Background: an optimization exercise with open tools, aiming at small area, a short achievable clock period and few clock cycles. Do not read the settings as production practice.
Only simulation tests tie the RTL to the original design; equivalence was not proved.
Power is estimated from default activity; no workload was simulated.

// vm_core
module vm_core (
    input  wire        clk,
    input  wire        rst,
    input  wire [15:0] code_len,
    input  wire [16:0] pool_len,
    output wire [15:0] imem_addr,
    input  wire [63:0] imem_data,
    output wire [15:0] cp_index,
    input  wire [1:0]  cp_kind,
    input  wire [63:0] cp_value,
    input  wire [15:0] cp_window,
    input  wire [15:0] cp_nret,
    output reg         emit_valid,
    output reg         emit_ret,
    output reg  [1:0]  emit_tag,
    output reg  [63:0] emit_data,
    output reg         halted,
    output reg  [2:0]  res_kind,
    output reg  [15:0] res_ip,
    output reg  [2:0]  res_depth
);
    localparam RF_SIZE = 16;
    localparam [1:0] T_INV = 2'd0, T_INT = 2'd1, T_FLT = 2'd2;
    localparam [1:0] K_JMP = 2'd2;
    localparam [2:0] R_NORMAL = 3'd0, F_LOAD = 3'd1, F_INDEX = 3'd2,
                     F_TYPE = 3'd3, F_ARITH = 3'd4, F_STACK = 3'd5,
                     F_DECODE = 3'd6;
    localparam [2:0] P_CHECK = 3'd0, P_RUN = 3'd1,
                     P_COPY = 3'd4, P_RETOUT = 3'd5, P_HALT = 3'd6;
    function legal_op;
        input [7:0] o;
        begin
            case (o)
  ...
Size in the first run: ~19000 cells after synthesis, roughly 2300 flip-flops, roughly 170000 sq um of cells after synthesis.
==> flow/config.mk <==
export PLATFORM = sky130hd
export DESIGN_NAME = vm_core
export DESIGN_NICKNAME = vm_core
export VERILOG_FILES = /design/flow/design.v
export SDC_FILE = /design/flow/constraint.sdc
export NUM_CORES = 8
export LEC_CHECK = 0
export CAP_MARGIN = 40
export CORE_MARGIN = 2
export CORE_UTILIZATION = 34
export PLACE_DENSITY = 0.5
export SLEW_MARGIN = 40
==> flow/constraint.sdc <==
create_clock -name core_clock -period 28.0 [get_ports {clk}]
set_input_delay 5.6000 -clock core_clock [delete_from_list [all_inputs] [get_ports {clk}]]
set_output_delay 5.6000 -clock core_clock [all_outputs]
set_load 0.01 [all_outputs]
standard.sh (not shown) runs the stock make flow with config.mk's settings and CLKGATE_MAP_FILE= SYNTH_SCRIPT=/design/flow/synth_recipe.tcl, a recipe that flattens the netlist after the stock synthesis.
==> flow/flow/run.sh <==
#!/bin/bash
set -euo pipefail
bash standard.sh synth > synth.log 2>&1
bash standard.sh SETUP_SLACK_MARGIN=21.3 \
    "CTS_ARGS=-sink_clustering_enable -repair_clock_nets -dont_use_dummy_load -buf_list {sky130_fd_sc_hd__clkbuf_4 sky130_fd_sc_hd__clkbuf_8}" \
    finish > layout.log 2>&1
The baseline went through all stages and came out clean.
Testbench counts at the start, summed over its fixed seeds: cycles 95,993.
Next try:
--- a/flow/flow/run.sh
+++ b/flow/flow/run.sh
@@ -4 +4 @@
-bash standard.sh SETUP_SLACK_MARGIN=21.3 \
+bash standard.sh SETUP_SLACK_MARGIN=21 \
--- a/flow/config.mk
+++ b/flow/config.mk
@@ -10,2 +10,2 @@
-export CORE_UTILIZATION = 34
-export PLACE_DENSITY = 0.5
+export CORE_UTILIZATION = 30
+export PLACE_DENSITY = 0.45
What happened:
- non-clock buffer count went down by 91
- power went down by 2.2%
- combinational power went down by 4.4%
- fmax went down by 0.99%
- setup slack gets worse by 0.074 ns
- final area went down by 1.4%
- hold slack gets better by 0.065 ns
- sequential share of layout area went up by 0.45 points
- utilization went down by 5.5 points
- synthesized cell count stays the same
- global-route usage went down by 3.9 points
Next try:
--- a/flow/config.mk
+++ b/flow/config.mk
@@ -10,2 +10,2 @@
-export CORE_UTILIZATION = 30
-export PLACE_DENSITY = 0.45
+export CORE_UTILIZATION = 34
+export PLACE_DENSITY = 0.5
Effect: Power is about the same; via count increases by 0.59%; cell count came out lower by about 3.4%; clock-buffer cell count fell by 12; cell area falls by about 0.6%; non-clock buffer count fell by 50; global-route usage increases by 4.6 points; utilization increases by 4.6 points.
Next try:
--- a/flow/config.mk
+++ b/flow/config.mk
@@ -10,2 +10,2 @@
-export CORE_UTILIZATION = 34
-export PLACE_DENSITY = 0.5
+export CORE_UTILIZATION = 37
+export PLACE_DENSITY = 0.55
Outcome: The changed run passed the timing, DRC and antenna checks. Cell area shrinks slightly. Clock skew is lower by 0.077 ns. Final cell count goes down slightly. Via count came out higher slightly. Clock-buffer cell count is unchanged. Area after synthesis stays the same.


Setup of oak:
vm_core, a different RTL version from the one above (not shown whole).
Size: about 0.17 mm^2 of cells after synthesis.
export LEC_CHECK = 0
export CAP_MARGIN = 40
export CORE_MARGIN = 2
export CORE_UTILIZATION = 34
export PLACE_DENSITY = 0.5
export SLEW_MARGIN = 40
create_clock -name core_clock -period 28.0 [get_ports {clk}]
==> flow/flow/run.sh <==
#!/bin/bash
set -euo pipefail
bash standard.sh synth > synth.log 2>&1
bash standard.sh SETUP_SLACK_MARGIN=21 \
    "CTS_ARGS=-sink_clustering_enable -repair_clock_nets -dont_use_dummy_load" \
    finish > layout.log 2>&1
oak: flow completed, timing, DRC and antenna clean
Testbench counts of oak, summed over its fixed seeds: cycles 96,154.
#### Input delta (pine over oak)
==> flow/flow/run.sh <==
#!/bin/bash
set -euo pipefail
bash standard.sh synth > synth.log 2>&1
bash standard.sh SETUP_SLACK_MARGIN=21 \
    "CTS_ARGS=-sink_clustering_enable -repair_clock_nets -dont_use_dummy_load -buf_list {sky130_fd_sc_hd__clkbuf_4 sky130_fd_sc_hd__clkbuf_8}" \
    finish > layout.log 2>&1
--- outcome ---
For number of vias per cell, pine and oak come out practically identical. Diff oak -> pine: proportion of power drawn by combinational gates went up by 2.1 points, power lower, leakage power figure moved down, final-layout clock buffer total increased by 137 relative to the old numbers, post-synthesis to final-layout area growth lost 0.16 points. Final antenna-violating net count: oak vs pine identical. On cell area, pine tracks oak almost exactly. Compared with oak, pine shows a buffers inserted during post-CTS setup optimization that is about 2% higher.


## job 280
vm_core with an RTL version that a note above also has.
Size in the first run: about 19000 cells after synthesis, roughly 2300 flip-flops, about 320 I/O pins.
==> flow/config.mk <==
export PLATFORM = sky130hd
export DESIGN_NAME = vm_core
export DESIGN_NICKNAME = vm_core
export VERILOG_FILES = /design/flow/design.v
export SDC_FILE = /design/flow/constraint.sdc
export NUM_CORES = 8
export LEC_CHECK = 0
export CAP_MARGIN = 40
export CORE_MARGIN = 2
export CORE_UTILIZATION = 34
export PLACE_DENSITY = 0.5
export SLEW_MARGIN = 40
==> flow/constraint.sdc <==
create_clock -name core_clock -period 28.0 [get_ports {clk}]
set_input_delay 5.6000 -clock core_clock [delete_from_list [all_inputs] [get_ports {clk}]]
set_output_delay 5.6000 -clock core_clock [all_outputs]
set_load 0.01 [all_outputs]
==> flow/flow/run.sh <==
#!/bin/bash
set -euo pipefail
bash standard.sh synth > synth.log 2>&1
bash standard.sh SETUP_SLACK_MARGIN=20.8 \
    "CTS_ARGS=-sink_clustering_enable -repair_clock_nets -dont_use_dummy_load -buf_list {sky130_fd_sc_hd__clkbuf_4 sky130_fd_sc_hd__clkbuf_8}" \
    finish > layout.log 2>&1
Testbench counts of job 280, summed over its fixed seeds: cycles 95,993.
Input changes introduced in job 8798 (baseline for comparison: job 280):
==> flow/flow/run.sh <==
#!/bin/bash
set -euo pipefail
bash standard.sh synth > synth.log 2>&1
bash standard.sh SETUP_SLACK_MARGIN=20.6 \
    "CTS_ARGS=-sink_clustering_enable -repair_clock_nets -dont_use_dummy_load -buf_list {sky130_fd_sc_hd__clkbuf_4 sky130_fd_sc_hd__clkbuf_8}" \
    finish > layout.log 2>&1
==> comparison <==
- Job 8798 against job 280: number of inserted diodes decreased 8, final standard cell utilization of the core decreased 0.24 points, met2 routed wirelength increased about 5.5%, cell area decreased about 0.6%.
- Compared with job 280, job 8798 shows a higher sequential share of layout area.
What job 8000 does differently from job 8798 at the input level:
- GPL_TIMING_DRIVEN now 1, previously not set
==> flow/flow/run.sh <==
#!/bin/bash
set -euo pipefail
bash standard.sh synth > synth.log 2>&1
bash standard.sh SETUP_SLACK_MARGIN=21 \
    "CTS_ARGS=-sink_clustering_enable -repair_clock_nets -dont_use_dummy_load -buf_list {sky130_fd_sc_hd__clkbuf_4 sky130_fd_sc_hd__clkbuf_8}" \
    finish > layout.log 2>&1
==> comparison <==
Compared with job 8798, job 8000 shows overall routed net length that has gone up slightly. Compared with job 8798, in job 8000 flip-flop and latch share of the layout cell area lost 0.87 points; maximum frequency went up; overall fraction of global-route tracks in use shows an increase of 0.49 points. Largest incremental delay on the critical path: higher on job 8798. Re via count of the first global-routing pass: job 8798 was lower than job 8000. On number of clock-tree buffers in the layout: job 8000 sits below job 8798. Comparing job 8798 and job 8000, the higher part of the total power dissipated in combinational logic is on job 8000. Going from job 8798 to job 8000, count of sequential standard cells shows no meaningful change; hold slack dropped 0.048 ns; overall power up 520 µW.
What job 4559 does differently from job 8000 at the input level:
- clearing GPL_TIMING_DRIVEN, which used to be 1
- swapping 34 for 30 in CORE_UTILIZATION
- swapping 0.5 for 0.45 in PLACE_DENSITY
==> flow/flow/run.sh <==
#!/bin/bash
set -euo pipefail
bash standard.sh synth > synth.log 2>&1
bash standard.sh SETUP_SLACK_MARGIN=21 \
    "CTS_ARGS=-sink_clustering_enable -repair_clock_nets -dont_use_dummy_load" \
    finish > layout.log 2>&1
### Flow results
Every stage of the flow completed for job 8000, and the final layout passed the timing, DRC and antenna checks. Job 4559 completed; timing, DRC and antenna clean. Non-clock buffer count went down slightly going from job 8000 to job 4559. Run comparison: job 4559 type of the worst setup path reg2reg; job 8000 type of the worst setup path reg2out. [compare] base=job 8000 new=job 4559: maximum fanout along the worst path now larger; sequential share of layout area fell 0.22 points; global-route wire length before repair went up 1.4%; power per cell area picked up an extra 2.1%. Going from job 8000 to job 4559, length in cells of the worst reg-to-reg path shrank by more than a quarter. Taking job 8000 as the reference, in job 4559 worst slack at placement now sits higher; clock-buffer cell count went down by 126. Cmp job 4559 and job 8000 / post-placement cell area / lower: job 8000.


vm_core again, from the RTL that the note above started with.
==> flow/config.mk <==
export PLATFORM = sky130hd
export DESIGN_NAME = vm_core
export DESIGN_NICKNAME = vm_core
export VERILOG_FILES = /design/flow/design.v
export SDC_FILE = /design/flow/constraint.sdc
export NUM_CORES = 8
export LEC_CHECK = 0
export CAP_MARGIN = 30
export CORE_MARGIN = 2
export CORE_UTILIZATION = 34
export PLACE_DENSITY = 0.5
export SLEW_MARGIN = 30
==> flow/constraint.sdc <==
create_clock -name core_clock -period 28.0 [get_ports {clk}]
set_input_delay 5.6000 -clock core_clock [delete_from_list [all_inputs] [get_ports {clk}]]
set_output_delay 5.6000 -clock core_clock [all_outputs]
set_load 0.01 [all_outputs]
==> flow/flow/run.sh <==
#!/bin/bash
set -euo pipefail
bash standard.sh synth > synth.log 2>&1
bash standard.sh SETUP_SLACK_MARGIN=21 \
    "CTS_ARGS=-sink_clustering_enable -repair_clock_nets -dont_use_dummy_load -buf_list {sky130_fd_sc_hd__clkbuf_4 sky130_fd_sc_hd__clkbuf_8}" \
    finish > layout.log 2>&1
Testbench counts at the start, summed over its fixed seeds: cycles 95,993.
Then changed:
==> flow/flow/run.sh (replaced) <==
#!/bin/bash
set -euo pipefail
bash standard.sh synth > synth.log 2>&1
bash standard.sh SETUP_SLACK_MARGIN=21 \
    "CTS_ARGS=-sink_clustering_enable -repair_clock_nets -dont_use_dummy_load -buf_list {sky130_fd_sc_hd__clkbuf_2 sky130_fd_sc_hd__clkbuf_4}" \
    finish > layout.log 2>&1
- CAP_MARGIN: 30 -> 40
- SLEW_MARGIN: 30 -> 40
Result: Setup slack gets worse by 0.43 ns; clock-buffer cell count climbs by 253; die area does not change; clock power drops by about 7%; wire length stays flat; via count climbs by 0.75%; synthesized area is unchanged.

==> static timing again, ports no longer ideal <==
No port has a modelled driver above. Below, the same layouts with a new extraction and two added sets of constraints.
Step 1: set_driving_cell puts a clkbuf_16 on clk and a buf_2 on each other input, an assumption about the parent block.
Step 2 also shifts input and output timing later by t, the mid clock arrival at the registers, as if the neighbouring blocks saw the same clock.
Slacks: ideal / step 1 / step 2; pairs: ideal / step 1.
run | shift t [ns] | setup WS [ns] | worst slew at a driven data input, ns | pins driven straight from the clock port
the first run of note 1 | 1.280 | 20.614 / 20.489 / 20.038 | 0.14 | 1
the second run of note 1 | 1.341 | 20.540 / 20.407 / 19.708 | 0.10 | 1
the third run of note 1 | 1.296 | 20.552 / 20.426 / 19.720 | 0.10 | 1
the fourth run of note 1 | 1.331 | 20.498 / 20.453 / 19.486 | 0.13 | 1
oak | 1.093 | 20.506 / 20.506 / 19.961 | 0.10 | 1
pine | 1.302 | 20.567 / 20.445 / 19.649 | 0.10 | 1
job 280 | 1.293 | 20.544 / 20.496 / 19.501 | 0.11 | 1
job 8798 | 1.273 | 20.434 / 20.439 / 19.259 | 0.12 | 1
job 8000 | 1.296 | 20.552 / 20.426 / 19.720 | 0.10 | 1
job 4559 | 1.098 | 20.636 / 20.636 / 19.932 | 0.10 | 1
the first run of note 4 | 1.273 | 20.541 / 20.409 / 19.646 | 0.11 | 1
the second run of note 4 | 1.773 | 20.112 / 19.982 / 19.201 | 0.10 | 1
After both steps setup and hold are still met in every run listed. For job 8798, which loses most, drivers alone change the setup slack by +0.005 ns; drivers and shift together by -1.175 ns.
